What follows belongs to an exercise in optimizing a design on an open flow for small area, a short achievable clock period and few clock cycles; a production flow would make more cautious choices. Power is estimated from default activity; no workload was simulated.

==> flow/design.v (excerpt) <==
module nr_vadd (
    input  wire        clk,
    input  wire        rst,         
    input  wire        in_valid,
    input  wire [31:0] in_a,
    input  wire [31:0] in_b,
    output wire        in_ready,
    output reg         out_valid,
    output reg  [31:0] out_sum,
    input  wire        out_ready
);
Size in the first run: about 250 flip-flops, roughly 100 I/O pins, ~16000 sq um of cells after synthesis.
clock: 20.0 ns
lec_check: 0
cap_margin: 60
core_margin: 2
core_utilization: 40
cts_cluster_diameter: 120
cts_cluster_size: 24
place_density: 0.6
slew_margin: 60
standard.sh (not shown) runs the stock make flow with config.mk's settings and CLKGATE_MAP_FILE= SYNTH_SCRIPT=/design/flow/synth_recipe.tcl, a recipe that flattens the netlist after the stock synthesis.
==> flow/flow/run.sh <==
#!/bin/bash
set -euo pipefail
export BUFFER_PORTS_ARGS="-buffer_cell sky130_fd_sc_hd__buf_2"
bash standard.sh finish > flow_make.log 2>&1
The starting point went through all stages and came out clean.
Next try:
--- a/flow/design.v
+++ b/flow/design.v
@@ -34,17 +34,16 @@
     wire        a_fz = ~|ra[22:0];
     wire        b_fz = ~|rb[22:0];
     wire        a_nan = a_emax & ~a_fz;
     wire        b_nan = b_emax & ~b_fz;
     wire        a_inf = a_emax & a_fz;
     wire        b_inf = b_emax & b_fz;
     wire        sub   = ra[32] ^ rb[32];
     wire        s_nan = a_nan | b_nan | (a_inf & b_inf & sub);
-    wire        s_inf = a_inf | b_inf;
     wire [23:0] a_m  = {a_h, ra[22:0]};
     wire [23:0] b_m  = {b_h, rb[22:0]};
     wire [23:0] x_m  = bige ? b_m : a_m;
     wire [23:0] y_m  = bige ? a_m : b_m;
     wire [7:0]  x_ee = bige ? b_ee : a_ee;
     wire [7:0]  y_ee = bige ? a_ee : b_ee;
     wire [7:0]  d    = x_ee - y_ee;
     wire [4:0]  sh   = d[4:0];
@@ -58,53 +57,32 @@
     wire        k2 = sh[3] & (|t1[7:0]);
     wire [26:0] t3 = sh[2] ? {4'd0, t2[26:4]} : t2;
     wire        k3 = sh[2] & (|t2[3:0]);
     wire [26:0] t4 = sh[1] ? {2'd0, t3[26:2]} : t3;
     wire        k4 = sh[1] & (|t3[1:0]);
     wire [26:0] t5 = sh[0] ? {1'd0, t4[26:1]} : t4;
     wire        k5 = sh[0] & t4[0];
     wire [26:0] y_al = big ? {26'd0, |y_m} : {t5[26:1], t5[0] | k1 | k2 | k3 | k4 | k5};
-    reg         p_s, p_zs, p_sub, p_neg, p_invb, p_nan, p_inf;    
+    reg         p_s, p_sub, p_neg, p_nan;    
     reg  [7:0]  p_e;
     reg  [23:0] p_x;
     reg  [26:0] p_y;
     always @(posedge clk) if (adv) begin
         p_s   <= x_s;
-        p_zs  <= ra[32] & rb[32];
         p_sub <= sub;
         p_neg <= neg;
-        p_invb <= sub & ~neg;
         p_nan <= s_nan;
-        p_inf <= s_inf;
         p_e   <= x_ee;
         p_x   <= x_m ^ {24{neg}};
         p_y   <= y_al ^ {27{sub & ~neg}};
     end
     wire [27:0] ad_a = {p_neg, p_x, {3{p_neg}}};
-    wire [27:0] ad_b = {p_invb, p_y};
-    wire [27:0] ad_p = ad_a ^ ad_b;
-    reg  [27:0] cg, cp;
-    integer l, j;
-    always @(*) begin
-        cg = ad_a & ad_b;
-        cp = ad_p;
-        cg[0] = cg[0] | (cp[0] & p_sub);
-        for (l = 1; l < 32; l = l * 2)
-            for (j = 2*l - 1; j < 28; j = j + 2*l) begin
-                cg[j] = cg[j] | (cp[j] & cg[j-l]);
-                cp[j] = cp[j] & cp[j-l];
-            end
-        for (l = 8; l >= 1; l = l / 2)
-            for (j = 3*l - 1; j < 28; j = j + 2*l) begin
-                cg[j] = cg[j] | (cp[j] & cg[j-l]);
-                cp[j] = cp[j] & cp[j-l];
-            end
-    end
-    wire [27:0] mag = ad_p ^ {cg[26:0], p_sub};
+    wire [27:0] ad_b = {p_sub & ~p_neg, p_y};
+    wire [27:0] mag  = ad_a + ad_b + {27'd0, p_sub};
     wire [27:0] lim  = (p_e > 8'd27) ? 28'd0 : (28'h8000000 >> p_e);
     wire [31:0] lzin = {mag | lim, 4'b1111};
     wire [15:0] z1v; wire [15:0] z1c;
     wire [7:0]  z2v; wire [15:0] z2c;
     wire [3:0]  z3v; wire [11:0] z3c;
     wire [1:0]  z4v; wire [7:0]  z4c;
     genvar g;
     generate
@@ -121,25 +99,24 @@
             assign z3c[3*g+2:3*g] = z2v[2*g+1] ? {1'b0, z2c[4*g+3:4*g+2]} : {1'b1, z2c[4*g+1:4*g]};
         end
         for (g = 0; g < 2; g = g + 1) begin : lz4
             assign z4v[g] = z3v[2*g+1] | z3v[2*g];
             assign z4c[4*g+3:4*g] = z3v[2*g+1] ? {1'b0, z3c[6*g+5:6*g+3]} : {1'b1, z3c[6*g+2:6*g]};
         end
     endgenerate
     wire [4:0]  lz = z4v[1] ? {1'b0, z4c[7:4]} : {1'b1, z4c[3:0]};
-    reg         q_s, q_zs, q_nan, q_inf;
+    reg         q_s, q_zs, q_nan;
     reg  [7:0]  q_e;
     reg  [27:0] q_m;
     reg  [4:0]  q_lz;
     always @(posedge clk) if (adv) begin
         q_s   <= p_s;
-        q_zs  <= p_zs;
+        q_zs  <= p_s & ~p_sub;
         q_nan <= p_nan;
-        q_inf <= p_inf;
         q_e   <= p_e;
         q_m   <= mag;
         q_lz  <= lz;
     end
     wire [27:0] sl = q_m << q_lz;
     wire [26:0] nm = {sl[27:2], sl[1] | (sl[0] & ~|q_lz)};
     wire [8:0]  ne = {1'b0, q_e} + 9'd1 - {4'd0, q_lz};
     wire        r_up = nm[2] & (nm[1] | nm[0] | nm[3]);
@@ -155,17 +132,17 @@
     end
     wire [30:0] rnd  = pk ^ ({ones[29:0], 1'b1} & {31{r_up}});
     wire        ovf  = ne[8] | (ne[7:0] == 8'hFF);
     wire        zero = ~|q_m;
     reg  [31:0] res;
     always @(*) begin
         if (q_nan)
             res = 32'h7FC00000;
-        else if (q_inf | ovf)
+        else if ((&q_e) | ovf)           
             res = {q_s, 8'hFF, 23'd0};
         else
             res = {zero ? q_zs : q_s, rnd};
     end
     wire        push = adv & v2;
     always @(posedge clk) begin
         if (!vk) skid <= res;
         if (out_ready | ~out_valid) out_sum <= vk ? skid : res;
Critical path depth decreases by 10.
Setup slack improves by 0.053 ns.
Synthesized cell count went up by 5.4%.
Total power rose by 1.6%.
Utilization is lower by 0.69 points.
Hold slack gains 0.0069 ns.
No functional check of the RTL was part of any run of this note.

## what the ideal ports hide
No port has a modelled driver above. Below, the same layouts with a new extraction and two added sets of constraints. Step 1 (the two cells are an assumption about what drives the block):
set clk [get_ports {clk}]
set_driving_cell -lib_cell sky130_fd_sc_hd__clkbuf_16 $clk
set_driving_cell -lib_cell sky130_fd_sc_hd__buf_2 [delete_from_list [all_inputs] $clk]
Step 2 times the ports against the registers' clock, not the clock port: input delays grow and output delays shrink by t, the midpoint of the rising clock arrivals with the driver on. Slacks: ideal / step 1 / step 2; pairs: ideal / step 1.
run	shift t [ns]	slack for setup (ns)	worst setup path after step 2	worst register clock-pin slew, ns	pins driven straight from the clock port
the first run	0.566	14.794 / 14.794 / 14.644	input to register	0.10 / 0.10	1
the second run	0.557	14.848 / 14.878 / 14.323	input to register	0.10 / 0.10	1
After both steps every run listed still meets setup and hold. For the second run, which loses most, drivers alone change the setup slack by +0.030 ns; drivers and shift together by -0.525 ns.
